This is an optimization exercise on Yosys and OpenROAD, whose aim is small area, a short achievable clock period and few clock cycles, not a production implementation.
RTL that was checked went through simulation tests only; none was proved equivalent to the original.
Power and IR drop assume default switching activity.

// adb_kbd_translator
module adb_kbd_translator (
    input  wire        clk,
    input  wire        rst_n,         
    input  wire        in_valid,
    output wire        in_ready,
    input  wire        in_clear,      
    input  wire [7:0]  in_len,        
    input  wire [63:0] in_data,       
    output wire        ev_valid,
    input  wire        ev_ready,
    output wire [7:0]  ev_data,
    output reg  [31:0] short_count
);
Size: ~240 flip-flops, roughly 120 I/O pins, about 15000 um^2 of cells after synthesis.
Settings: LEC_CHECK=0, CAP_MARGIN=20, CORE_MARGIN=2, CORE_UTILIZATION=40, CTS_BUF_LIST=sky130_fd_sc_hd__clkbuf_8 sky130_fd_sc_hd__clkbuf_16, CTS_CLUSTER_DIAMETER=100, CTS_CLUSTER_SIZE=30, SETUP_SLACK_MARGIN=4.5, SLEW_MARGIN=20; clock period 8.0 ns.
standard.sh (not shown) runs the stock make flow with config.mk's settings and CLKGATE_MAP_FILE= SYNTH_SCRIPT=/design/flow/synth_recipe.tcl, a recipe that flattens the netlist after the stock synthesis.
==> flow/flow/run.sh <==
#!/bin/bash
# Standard layout, with plain buf_2 cells as the port buffers instead of the
# cell buffer_ports picks by default. Make's output goes to flow_make.log.
set -euo pipefail
export BUFFER_PORTS_ARGS="-buffer_cell sky130_fd_sc_hd__buf_2"
bash standard.sh > flow_make.log 2>&1
==> next run, changes <==
--- a/flow/design.v
+++ b/flow/design.v
@@ -128,56 +128,51 @@
                 3'd6: modmap = 7'h7C;   
                 default: modmap = 7'h37;   
             endcase
         end
     endfunction
     reg         rdy;               
     reg         r_v;               
-    reg  [7:0]  r_mod;             
+    reg         r_clr;             
+    reg  [7:0]  r_mod;
     reg  [41:0] r_keys;            
-    reg  [7:0]  r_md;              
-    reg  [5:0]  r_rel, r_prs;      
     reg  [7:0]  cur_mod;           
     reg  [41:0] cur_keys;          
     reg  [41:0] old_keys;          
     reg  [19:0] pend;              
     reg         q0_v, q1_v;        
     reg         any;               
     reg         cons_ok;           
     reg  [7:0]  q0_d, q1_d;
-    wire [41:0] last_keys = r_keys;
-    wire [41:0] in_keys;           
-    wire [5:0]  in_map;
+    wire [41:0] in_keys;
     genvar gi, gj;
     generate
         for (gj = 0; gj < 6; gj = gj + 1) begin : g_in
             wire [7:0] u = in_data[16 + 8*gj +: 8];
             wire [7:0] m = keymap(u);
-            assign in_map[gj] = m[7];
             assign in_keys[7*gj +: 7] = m[7] ? u[6:0] : 7'd0;
         end
     endgenerate
     wire [35:0] eq;
     generate
         for (gi = 0; gi < 6; gi = gi + 1) begin : g_i
             for (gj = 0; gj < 6; gj = gj + 1) begin : g_j
-                assign eq[6*gi + gj] = !in_data[16 + 8*gj + 7] &&
-                    (last_keys[7*gi +: 7] == in_data[16 + 8*gj +: 7]);
+                assign eq[6*gi + gj] = (cur_keys[7*gi +: 7] == r_keys[7*gj +: 7]);
             end
         end
     endgenerate
-    wire [5:0] in_rel, in_prs;
+    wire [5:0] rel_m, prs_m;
     generate
         for (gi = 0; gi < 6; gi = gi + 1) begin : g_rel
-            assign in_rel[gi] = (last_keys[7*gi +: 7] != 7'd0) && !(|eq[6*gi +: 6]);
-            assign in_prs[gi] = in_map[gi] &&
+            assign rel_m[gi] = (cur_keys[7*gi +: 7] != 7'd0) && !(|eq[6*gi +: 6]);
+            assign prs_m[gi] = (r_keys[7*gi +: 7] != 7'd0) &&
                 !(eq[gi] | eq[6+gi] | eq[12+gi] | eq[18+gi] | eq[24+gi] | eq[30+gi]);
         end
     endgenerate
-    wire [19:0] r_pend = {r_prs, r_rel, r_md};
+    wire [19:0] r_pend = r_clr ? 20'd0 : {prs_m, rel_m, r_mod ^ cur_mod};
     function [19:0] lower_or;        
         input [19:0] p;
         integer k;
         begin
             lower_or[0] = 1'b0;
             for (k = 1; k < 20; k = k + 1) lower_or[k] = lower_or[k-1] | p[k-1];
         end
@@ -243,16 +238,16 @@
     assign ev_data  = q0_d;
     always @(posedge clk) begin
         if (!rst_n) begin
             rdy         <= 1'b1;
             cons_ok     <= 1'b1;
             any         <= 1'b0;
             r_v         <= 1'b0;
-            r_mod       <= 8'h00;
-            r_keys      <= 42'd0;
+            cur_mod     <= 8'h00;
+            cur_keys    <= 42'd0;
             pend        <= 20'd0;
             q0_v        <= 1'b0;
             q1_v        <= 1'b0;
             short_count <= 32'd0;
         end else begin
             rdy     <= !n_r_v || (n_le1 && !n_q1_v);
             cons_ok <= n_le1 && !n_q1_v;
@@ -270,31 +265,28 @@
                 end
             end else if (!q0_v) begin
                 q0_d <= ev_next;
             end else if (!q1_v) begin
                 q1_d <= ev_next;
             end
             if (consume) begin
-                cur_mod  <= r_mod;
-                cur_keys <= r_keys;
-                old_keys <= cur_keys;
+                if (r_clr) begin
+                    cur_mod  <= 8'h00;
+                    cur_keys <= 42'd0;
+                end else begin
+                    cur_mod  <= r_mod;
+                    cur_keys <= r_keys;
+                    old_keys <= cur_keys;
+                end
             end
             if (accept) begin
                 if (is_short) begin
                     short_count <= short_count + 32'd1;
-                end else if (in_clear) begin
-                    r_mod  <= 8'h00;
-                    r_keys <= 42'd0;
-                    r_md   <= 8'h00;
-                    r_rel  <= 6'd0;
-                    r_prs  <= 6'd0;
                 end else begin
+                    r_clr  <= in_clear;
                     r_mod  <= in_data[7:0];
                     r_keys <= in_keys;
-                    r_md   <= in_data[7:0] ^ r_mod;
-                    r_rel  <= in_rel;
-                    r_prs  <= in_prs;
                 end
             end
         end
     end
 endmodule
Effect: The new run completed with no timing, DRC or antenna violations; synthesized area goes down by a few percent; setup slack got worse by 0.030 ns; design area goes down slightly; hold slack improved by 0.040 ns; clock power goes down by a few percent; wire length goes down by a little under a tenth; critical path depth goes down by 1; sequential cell count goes down by 19; cell count goes down by a few percent; total power goes up by a few percent; die area goes down by a few percent; core utilization goes up by 1.1 points; register-to-register slack got worse by 0.03 ns; sequential share of layout area goes down by 2.9 points.
No run of this note included a check of the RTL's function; only the layout flow was run.

* * *

## main
Another version of the RTL of adb_kbd_translator (not shown whole).
Size: about 1600 cells after synthesis, roughly 120 I/O pins, roughly 12000 µm² of cells after synthesis.
export LEC_CHECK = 0
export CAP_MARGIN = 20
export CORE_MARGIN = 2
export CORE_UTILIZATION = 40
export CTS_BUF_LIST = sky130_fd_sc_hd__clkbuf_8
export SETUP_SLACK_MARGIN = 4.7
export SLEW_MARGIN = 20
create_clock -name core_clock -period 8.0 [get_ports {clk}]
Scripts as last shown in full above: flow/flow/run.sh
Looking at the reports, main completed the entire flow and the layout it produced met the timing, design-rule and antenna checks.
The following lists how the feature branch was set up differently from main:
--- a/flow/design.v
+++ b/flow/design.v
@@ -109,18 +109,27 @@
                 8'h63: keymap = 8'h80 | 8'h41;   
                 8'h67: keymap = 8'h80 | 8'h51;   
                 8'h68: keymap = 8'h80 | 8'h69;   
                 8'h69: keymap = 8'h80 | 8'h6B;   
                 8'h6A: keymap = 8'h80 | 8'h71;   
                 default: keymap = 8'h00;         
             endcase
         end
     endfunction
+    function is_mapped;
+        input [7:0] u;
+        begin
+            is_mapped = (~u[7] & ~u[6] & u[2]) | (~u[7] & ~u[5] & u[2] & ~u[1]) | (~u[7] & ~u[6] & u[3]) |
+                        (~u[7] & ~u[4] & u[3] & ~u[2] & ~u[1] & u[0]) | (~u[7] & ~u[5] & u[3] & u[1]) | (~u[7] & ~u[5] & u[4]) |
+                        (~u[7] & ~u[6] & u[4] & u[0]) | (~u[7] & ~u[6] & u[5] & ~u[1]) | (~u[7] & u[5] & ~u[4] & ~u[2] & ~u[0]) |
+                        (~u[7] & u[5] & ~u[4] & ~u[3] & u[1] & u[0]) | (~u[7] & u[6] & ~u[4] & ~u[3] & ~u[2]);
+        end
+    endfunction
     function [6:0] adb_code;
         input [6:0] u;
         begin
             adb_code[0] = (~u[6] & ~u[5] & ~u[3] & ~u[1] & u[0]) | (~u[6] & ~u[4] & ~u[2] & ~u[1] & u[0]) | (~u[6] & ~u[5] & ~u[2] & u[1] & ~u[0]) |
                           (~u[6] & ~u[4] & ~u[2] & u[1] & ~u[0]) | (~u[6] & u[3] & ~u[2] & ~u[1] & u[0]) | (~u[4] & u[3] & ~u[2] & u[1] & ~u[0]) |
                           (~u[6] & u[3] & u[2] & u[1] & u[0]) | (~u[5] & u[4] & ~u[2] & u[0]) | (~u[6] & u[4] & ~u[3] & u[1]) |
                           (u[5] & ~u[3] & u[2] & u[1]) | (u[5] & ~u[4] & u[3] & ~u[1] & u[0]) | (u[5] & u[3] & u[2] & ~u[1] & ~u[0]) |
                           (u[5] & u[4] & ~u[3] & u[2] & ~u[0]) | (u[6] & ~u[5] & ~u[4] & u[1] & ~u[0]) | (u[6] & ~u[3] & u[1] & u[0]) |
                           (u[6] & ~u[4] & u[2] & ~u[1]) | (u[6] & u[4] & ~u[3] & ~u[1]) | (u[6] & u[4] & u[0]) |
@@ -182,21 +191,21 @@
     reg         q0_v, q1_v;        
     reg  [7:0]  q0_d, q1_d;
     wire [7:0]  n_mod = in_data[7:0];
     wire [5:0]  n_map;             
     wire [41:0] n_keys;            
     genvar gi, gj;
     generate
         for (gj = 0; gj < 6; gj = gj + 1) begin : g_new
             wire [7:0] u = in_data[16 + 8*gj +: 8];
-            wire [7:0] m = keymap(u);
-            assign n_map[gj] = m[7];
-            assign n_keys[7*gj +: 7] = m[7] ? u[6:0] : 7'd0;
+            wire       m = is_mapped(u);
+            assign n_map[gj] = m;
+            assign n_keys[7*gj +: 7] = m ? u[6:0] : 7'd0;
         end
     endgenerate
     wire [35:0] eq;
     generate
         for (gi = 0; gi < 6; gi = gi + 1) begin : g_i
             for (gj = 0; gj < 6; gj = gj + 1) begin : g_j
                 assign eq[6*gi + gj] = !in_data[16 + 8*gj + 7] &&
                     (cur_keys[7*gi +: 7] == in_data[16 + 8*gj +: 7]);
             end
@@ -268,30 +277,32 @@
     wire [5:0]  in_rl  = in_pend[13:8];
     wire [5:0]  in_pr  = in_pend[19:14];
     wire        md_le1 = ~|(in_md & lower_or({12'd0, in_md}));
     wire [3:0]  ky_ok;
     assign ky_ok[0] = ~|(in_rl & lower_or({14'd0, in_rl}));
     assign ky_ok[1] = ~|(in_pr & lower_or({14'd0, in_pr}));
     assign ky_ok[2] = !(|in_rl && |in_pr);
     assign ky_ok[3] = !(|in_md && (|in_rl || |in_pr));
     assign in_ready = rdy_q && (&rdy_k);
+    wire sc_load = !rst_n || (accept && is_short);
+    always @(posedge clk)
+        if (sc_load) short_count <= {32{rst_n}} & (short_count + 32'd1);
     assign ev_valid = q0_v;
     assign ev_data  = q0_d;
     always @(posedge clk) begin
         if (!rst_n) begin
             rdy_q       <= 1'b1;
             rdy_k       <= 4'hf;
             cur_mod     <= 8'h00;
             cur_keys    <= 42'd0;
             pend        <= 20'd0;
             q0_v        <= 1'b0;
             q1_v        <= 1'b0;
-            short_count <= 32'd0;
         end else begin
             rdy_q <= !n_q1_v && (accept ? (!is_rep || md_le1) : le1);
             rdy_k <= (!accept || !is_rep) ? 4'hf : ky_ok;
             q0_v <= n_q0_v;
             q1_v <= n_q1_v;
             if (take) begin
                 if (q1_v) begin
                     q0_d <= q1_d;
                     q1_d <= ev_next;
@@ -306,19 +317,18 @@
             if (push) begin
                 pend <= rest;
             end
             if (accept) begin
                 pend <= 20'd0;
                 if (in_clear) begin
                     cur_mod  <= 8'h00;
                     cur_keys <= 42'd0;
                 end else if (is_short) begin
-                    short_count <= short_count + 32'd1;
                 end else begin
                     cur_mod  <= n_mod;
                     cur_keys <= n_keys;
                     old_keys <= cur_keys;
                     pend     <= in_pend;
                 end
             end
         end
     end
--- outcome ---
- Comparing main and the feature branch, the lower logic gate share of total power was measured on the feature branch.
- [the feature branch] shortest clock period the worst path allows after layout fell 0.088 ns relative to main
- Diff main -> the feature branch: design area moved down; fraction of the mapped netlist area in adder cells now sits higher; fraction of synthesized area in multiplexers fell by 0.55 points; overall die area increased 400 µm².
- From main to the feature branch the numbers moved as follows: number of enable-type register cells in the synthesized netlist up 32, count of flip-flops and latches flat, initial cell density of the core down 0.33 points, aggregate routed wire length down about 5%.
- The feature branch does better than main on global-route wire length before repair.
- The feature branch has more setup slack than main.
- main vs the feature branch, uppermost metal layer occupied by signal nets: met4 vs met5
- Overall via count from detail_route (higher): main
Testbench counts of the feature branch, summed over its fixed seeds: cycles 2,446.
Only the layout flow was run in main; the RTL was not checked for function there.

static timing again, ports no longer ideal:
The results above use ideal ports. As a check the final layouts listed here were re-extracted and re-timed, cells and wires unchanged. Step 1 sets driving cells, clkbuf_16 on the clock port and buf_2 on the other inputs (assumed; they add their load-dependent delay and slew). Step 2 moves the port delays by t, midway between the first and last clock arrival at a register: inputs arrive t later, outputs are due t later. That takes back most of the time a late clock gives input paths. Three values: ideal, step 1, step 2; two values: the first two.
run	t, ns	setup WS [ns]	slew at the worst register clock pin (ns)	pins driven straight from the clock port
the first run of note 1	0.547	4.520 / 4.520 / 4.155	0.12 / 0.12	1
the second run of note 1	0.550	4.491 / 4.491 / 4.038	0.11 / 0.11	1
main	0.520	4.665 / 4.665 / 4.256	0.11 / 0.11	1
the feature branch	0.550	4.753 / 4.783 / 4.234	0.12 / 0.12	1
After both steps every run listed still meets setup and hold. The setup slack of the feature branch, which loses most, moves by +0.030 ns with the drivers and by -0.519 ns with both steps.
